This is an optimization exercise on Yosys and OpenROAD, whose aim is small area, a short achievable clock period and few clock cycles, not a production implementation. RTL that was checked went through simulation tests only; none was proved equivalent to the original. The clock port is modelled as an ideal driver, which makes a skipped or thinned clock tree look cheaper than it is; a real chip needs a root buffer or a tree. Power figures rest on the tool's default switching activity, not on a simulated workload.

==> flow/design.v <==
module pyfpga_codec (
    input  wire        clk,
    input  wire        rst,           
    input  wire        cmd_valid,
    input  wire [49:0] cmd_word,      
    output wire        cmd_ready,
    output wire        rsp_valid,
    output wire [2:0]  rsp_status,
    output wire [31:0] rsp_data,
    output wire        tx_valid,
    output wire [7:0]  tx_data,
    output wire        link_poll,
    input  wire [7:0]  link_avail,
    output wire        rx_pop,
    input  wire [7:0]  rx_byte
);
    reg         ready;        
    reg         txv;          
    reg         poll;         
    reg         pop;          
    reg         rspv;         
    reg  [3:0]  cnt;          
    reg         vphase;       
    reg         plst;         
    reg         rxl;          
    reg         mv;           
    reg         cml, cmh;     
    reg  [1:0]  op;
    reg  [12:0] ahi;          
    reg  [2:0]  pa;           
    reg  [31:0] pd;           
    reg  [7:0]  txq;
    reg  [2:0]  st;
    wire        op_ok    = cmd_word[49] | cmd_word[48];
    wire        accept   = cmd_valid & ready & op_ok;
    wire        wvw      = op[1] & op[0] & ~vphase;   
    wire        zd       = ~op[1] | vphase;           
    wire        av_hi0, av_mid0, av_lo0, avail_ok;
    pyfpga_codec_nor3  u_av_hi  (.a(link_avail[7]), .b(link_avail[6]), .c(link_avail[5]), .y(av_hi0));
    pyfpga_codec_nor2  u_av_mid (.a(link_avail[4]), .b(link_avail[3]), .y(av_mid0));
    pyfpga_codec_nand3 u_av_lo  (.a(link_avail[2]), .b(link_avail[1]), .c(link_avail[0]), .y(av_lo0));
    pyfpga_codec_nand3 u_av     (.a(av_hi0), .b(av_mid0), .c(av_lo0), .y(avail_ok));
    wire [3:0]  cnt_inc  = {cnt[3] ^ (cnt[2] & cnt[1] & cnt[0]), cnt[2] ^ (cnt[1] & cnt[0]),
                            cnt[1] ^ cnt[0], ~cnt[0]};
    wire        tx_last  = (cnt[2:0] == 3'd7);
    wire        rx_last  = (cnt[2:0] == 3'd6);
    wire [2:0]  nidx = cnt[2:0] & {3{txv}};
    reg  [6:0]  nbyte;
    always @(*) begin
        case (nidx)
            3'd0:    nbyte = {1'b0, ahi[12:7]};
            3'd1:    nbyte = ahi[6:0];
            3'd2:    nbyte = zd ? {pa, 4'b0000} : {pa, pd[31:28]};
            default: nbyte = zd ? 7'd0 : {pa, pd[31:28]};
        endcase
    end
    wire        pl_in  = pop & zd;
    wire [6:0]  pl_low = pl_in ? rx_byte[6:0] : {pa, pd[31:28]};
    wire [34:0] pl_sh  = {pd[27:0], pl_low};
    wire [34:0] pl_q   = {pa, pd};
    wire [34:0] pl_d;
    wire        pl_hold  = ~ready & ~mv;
    wire        pl_shift = ~ready & mv;
    genvar i;
    wire [14:0] cmd_d;
    generate
        for (i = 0; i < 15; i = i + 1) begin : g_cmd
            pyfpga_codec_sel2 u_next (.q(i < 13 ? ahi[i] : op[i - 13]), .ld(cmd_word[i + 35]),
                                      .h(~ready), .l(ready), .y(cmd_d[i]));
        end
    endgenerate
    generate
        for (i = 0; i < 35; i = i + 1) begin : g_pl
            pyfpga_codec_sel3 u_next (.q(pl_q[i]), .sh(pl_sh[i]), .ld(cmd_word[i]),
                                      .h(pl_hold), .s(pl_shift), .l(ready), .y(pl_d[i]));
        end
    endgenerate
    wire        bad    = rx_byte[7] ^ cnt[0];      
    wire        err_n  = st[1] | bad;
    wire [6:0]  dx     = rx_byte[6:0] ^ {pa, pd[31:28]};
    wire        diff   = (cmh & (|dx[6:4])) | (cml & (|dx[3:0]));
    wire [2:0]  st_nx = poll ? {1'b0, ~avail_ok, ~avail_ok} : {(st[2] | diff) & ~err_n, err_n, 1'b0};
    wire        rb_ok    = rxl & wvw & ~st[1] & ~rx_byte[7];    
    wire        finish   = (plst & poll & ~avail_ok) | (rxl & ~rb_ok);
    always @(posedge clk) begin
        if (rst) begin
            ready <= 1'b1;
            txv   <= 1'b0;
            poll  <= 1'b0;
            pop   <= 1'b0;
            rspv  <= 1'b0;
            plst  <= 1'b0;
            rxl   <= 1'b0;
        end else begin
            ready <= ready ? ~accept : finish;
            txv   <= accept | (txv & ~tx_last) | rb_ok;
            poll  <= (txv & tx_last) | (poll & ~plst & ~avail_ok);
            pop   <= (poll & avail_ok) | (pop & ~rx_last);
            rspv  <= finish;
            plst  <= poll & (cnt == 4'd8);
            rxl   <= pop & (cnt[2:0] == 3'd5);
        end
    end
    always @(posedge clk) begin
        if (ready | (pop & rx_last))
            cnt <= 4'd1;
        else if ((txv & tx_last) | (poll & avail_ok))
            cnt <= 4'd0;
        else
            cnt <= cnt_inc;
        mv   <= (txv | pop) & (cnt[2:0] >= 3'd1) & (cnt[2:0] <= 3'd5);
        cml  <= vphase & pop & (cnt[2:0] >= 3'd1) & (cnt[2:0] <= 3'd5);    
        cmh  <= vphase & pop & (cnt[2:0] >= 3'd2) & (cnt[2:0] <= 3'd5);    
        if (ready)
            vphase <= 1'b0;
        else if (rb_ok)
            vphase <= 1'b1;
        pa <= pl_d[34:32];
        pd <= pl_d[31:0];
        op  <= cmd_d[14:13];
        ahi <= cmd_d[12:0];
        if (ready)
            txq <= {1'b0, cmd_word[49], cmd_word[47:42]};
        else
            txq <= {nidx[0], nbyte};
        st <= st_nx;
    end
    assign cmd_ready  = ready;
    assign rsp_valid  = rspv;
    assign rsp_status = st;
    assign rsp_data   = pd;
    assign tx_valid   = txv;
    assign tx_data    = txq;
    assign link_poll  = poll;
    assign rx_pop     = pop;
endmodule
module pyfpga_codec_nor2 (input wire a, input wire b, output wire y);
    assign y = ~(a | b);
endmodule
module pyfpga_codec_nor3 (input wire a, input wire b, input wire c, output wire y);
    assign y = ~(a | b | c);
endmodule
module pyfpga_codec_nand3 (input wire a, input wire b, input wire c, output wire y);
    assign y = ~(a & b & c);
endmodule
module pyfpga_codec_sel2 (input wire q, input wire ld, input wire h, input wire l, output wire y);
    assign y = (q & h) | (ld & l);
endmodule
module pyfpga_codec_sel3 (
    input  wire q,        
    input  wire sh,       
    input  wire ld,       
    input  wire h,
    input  wire s,
    input  wire l,
    output wire y
);
    assign y = (q & h) | (sh & s) | (ld & l);
endmodule
export LEC_CHECK = 0
export CAP_MARGIN = 20
export CORE_MARGIN = 2
export CORE_UTILIZATION = 65
export PLACE_DENSITY = 0.75
export SETUP_SLACK_MARGIN = 2.84
export SLEW_MARGIN = 20
export SYNTH_HIERARCHICAL = 1
export SYNTH_MINIMUM_KEEP_SIZE = 0
create_clock -name core_clock -period 4.5 [get_ports {clk}]
standard.sh (not shown) runs the stock make flow with config.mk's settings and CLKGATE_MAP_FILE= SYNTH_SCRIPT=/design/flow/synth_recipe.tcl, a recipe that flattens the netlist after the stock synthesis.
==> flow/flow/run.sh <==
#!/bin/bash
set -euo pipefail
here=$(pwd)
bash standard.sh "BUFFER_PORTS_ARGS=-buffer_cell sky130_fd_sc_hd__buf_1" \
  "PRE_CTS_TCL=$here/flow/flat_cts.tcl" finish > standard_flow.log 2>&1
==> flow/flow/flat_cts.tcl <==
set nbuf 3
if {[info exists ::env(CTS_FLAT_BUFS)]} { set nbuf $::env(CTS_FLAT_BUFS) }
set block [ord::get_db_block]
set db [ord::get_db]
set clk_port [lindex [all_clocks] 0]
set clk_name [get_property [lindex [get_property $clk_port sources] 0] name]
set clk_net [$block findNet $clk_name]
set master [$db findMaster sky130_fd_sc_hd__clkbuf_16]

# the clock pins the port drives, sorted by x
set sinks {}
foreach it [$clk_net getITerms] {
  set inst [$it getInst]
  set loc [$inst getLocation]
  lappend sinks [list [lindex $loc 0] [lindex $loc 1] $it]
}
set sinks [lsort -integer -index 0 $sinks]
set n [llength $sinks]
puts "flat_cts: $n clock pins, $nbuf buffers"

for {set k 0} {$k < $nbuf} {incr k} {
  set lo [expr {$k * $n / $nbuf}]
  set hi [expr {($k + 1) * $n / $nbuf - 1}]
  set grp [lrange $sinks $lo $hi]
  set sx 0; set sy 0
  foreach s $grp { incr sx [lindex $s 0]; incr sy [lindex $s 1] }
  set cx [expr {$sx / [llength $grp]}]
  set cy [expr {$sy / [llength $grp]}]
  set buf [odb::dbInst_create $block $master "clkbuf_flat_$k"]
  set net [odb::dbNet_create $block "clknet_flat_$k"]
  $net setSigType CLOCK
  [$buf findITerm A] connect $clk_net
  [$buf findITerm X] connect $net
  foreach s $grp {
    set it [lindex $s 2]
    $it disconnect
    $it connect $net
  }
  $buf setLocation $cx $cy
  $buf setPlacementStatus PLACED
  puts "flat_cts: clkbuf_flat_$k drives [llength $grp] pins from ($cx, $cy)"
}
$clk_net setSigType CLOCK

# TritonCTS is not run: the tree above is the clock tree
proc clock_tree_synthesis {args} { puts "flat_cts: clock_tree_synthesis skipped" }
set_propagated_clock [all_clocks]
Edit:
--- a/flow/design.v
+++ b/flow/design.v
@@ -22,11 +22,10 @@
     reg  [3:0]  cnt;          
     reg         vphase;       
     reg         plst;         
     reg         rxl;          
     reg         mv;           
-    reg         cml, cmh;     
     reg  [1:0]  op;
     reg  [12:0] ahi;          
     reg  [2:0]  pa;           
     reg  [31:0] pd;           
     reg  [7:0]  txq;
@@ -76,14 +75,16 @@
         end
     endgenerate
     wire        bad    = rx_byte[7] ^ cnt[0];      
     wire        err_n  = st[1] | bad;
     wire [6:0]  dx     = rx_byte[6:0] ^ {pa, pd[31:28]};
+    wire        cml    = vphase & (cnt[2] | cnt[1]);                
+    wire        cmh    = vphase & (cnt[2] | (cnt[1] & cnt[0]));     
     wire        diff   = (cmh & (|dx[6:4])) | (cml & (|dx[3:0]));
     wire [2:0]  st_nx = poll ? {1'b0, ~avail_ok, ~avail_ok} : {(st[2] | diff) & ~err_n, err_n, 1'b0};
     wire        rb_ok    = rxl & wvw & ~st[1] & ~rx_byte[7];    
-    wire        finish   = (plst & poll & ~avail_ok) | (rxl & ~rb_ok);
+    wire        finish   = (plst & ~avail_ok) | (rxl & ~rb_ok);
     always @(posedge clk) begin
         if (rst) begin
             ready <= 1'b1;
             txv   <= 1'b0;
             poll  <= 1'b0;
@@ -107,12 +108,10 @@
         else if ((txv & tx_last) | (poll & avail_ok))
             cnt <= 4'd0;
         else
             cnt <= cnt_inc;
         mv   <= (txv | pop) & (cnt[2:0] >= 3'd1) & (cnt[2:0] <= 3'd5);
-        cml  <= vphase & pop & (cnt[2:0] >= 3'd1) & (cnt[2:0] <= 3'd5);    
-        cmh  <= vphase & pop & (cnt[2:0] >= 3'd2) & (cnt[2:0] <= 3'd5);    
         if (ready)
             vphase <= 1'b0;
         else if (rb_ok)
             vphase <= 1'b1;
         pa <= pl_d[34:32];
Effect: Die area decreases by 2.2%; via count shrinks by 4.6%; synthesized area went down by 2.4%; power decreases by 1.9%; final cell count falls by 1.6%; critical path depth shrinks by 7; sequential cell count goes down by 2; worst setup slack gets better by 0.20 ns; design area drops by 2.6%; maximum frequency went up by 12%; clock skew increases by 0.0079 ns; global-route usage drops by 2.0 points; hold slack is about the same.
Testbench counts after the change, summed over its fixed seeds: cycles 68,159.
Only the layout flow was run in the first run of this note; the RTL was not checked for function there. In every run of this note, the design's own scripts or RTL, not TritonCTS, make the clock network.

separate check: timing with driven ports:
Ports are ideal in the flow. The routed layouts listed here were re-timed in OpenROAD. Step 1 assumes that a clkbuf_16 drives the clock port and a buf_2 every other input. Step 2 adds t to the input delays and takes it off the output delays; t is the mean of the earliest and latest rising clock arrival at the registers after step 1. Input paths then give back, and output paths get back, about the clock's delay inside the block. a / b / c = ideal / step 1 / step 2; a / b = the first two.
run	shift t [ns]	setup WS [ns]	worst setup path at the end	latest minus earliest clock arrival (ns)	pins driven straight from the clock port
the first run	0.211	2.662 / 2.695 / 2.484	input to register	0.003 / 0.004	3
the second run	0.210	2.866 / 2.809 / 2.699	input to register	0.012 / 0.011	3
After both steps every run listed still meets setup and hold. For the first run, which loses most, drivers alone change the setup slack by +0.033 ns; drivers and shift together by -0.178 ns.
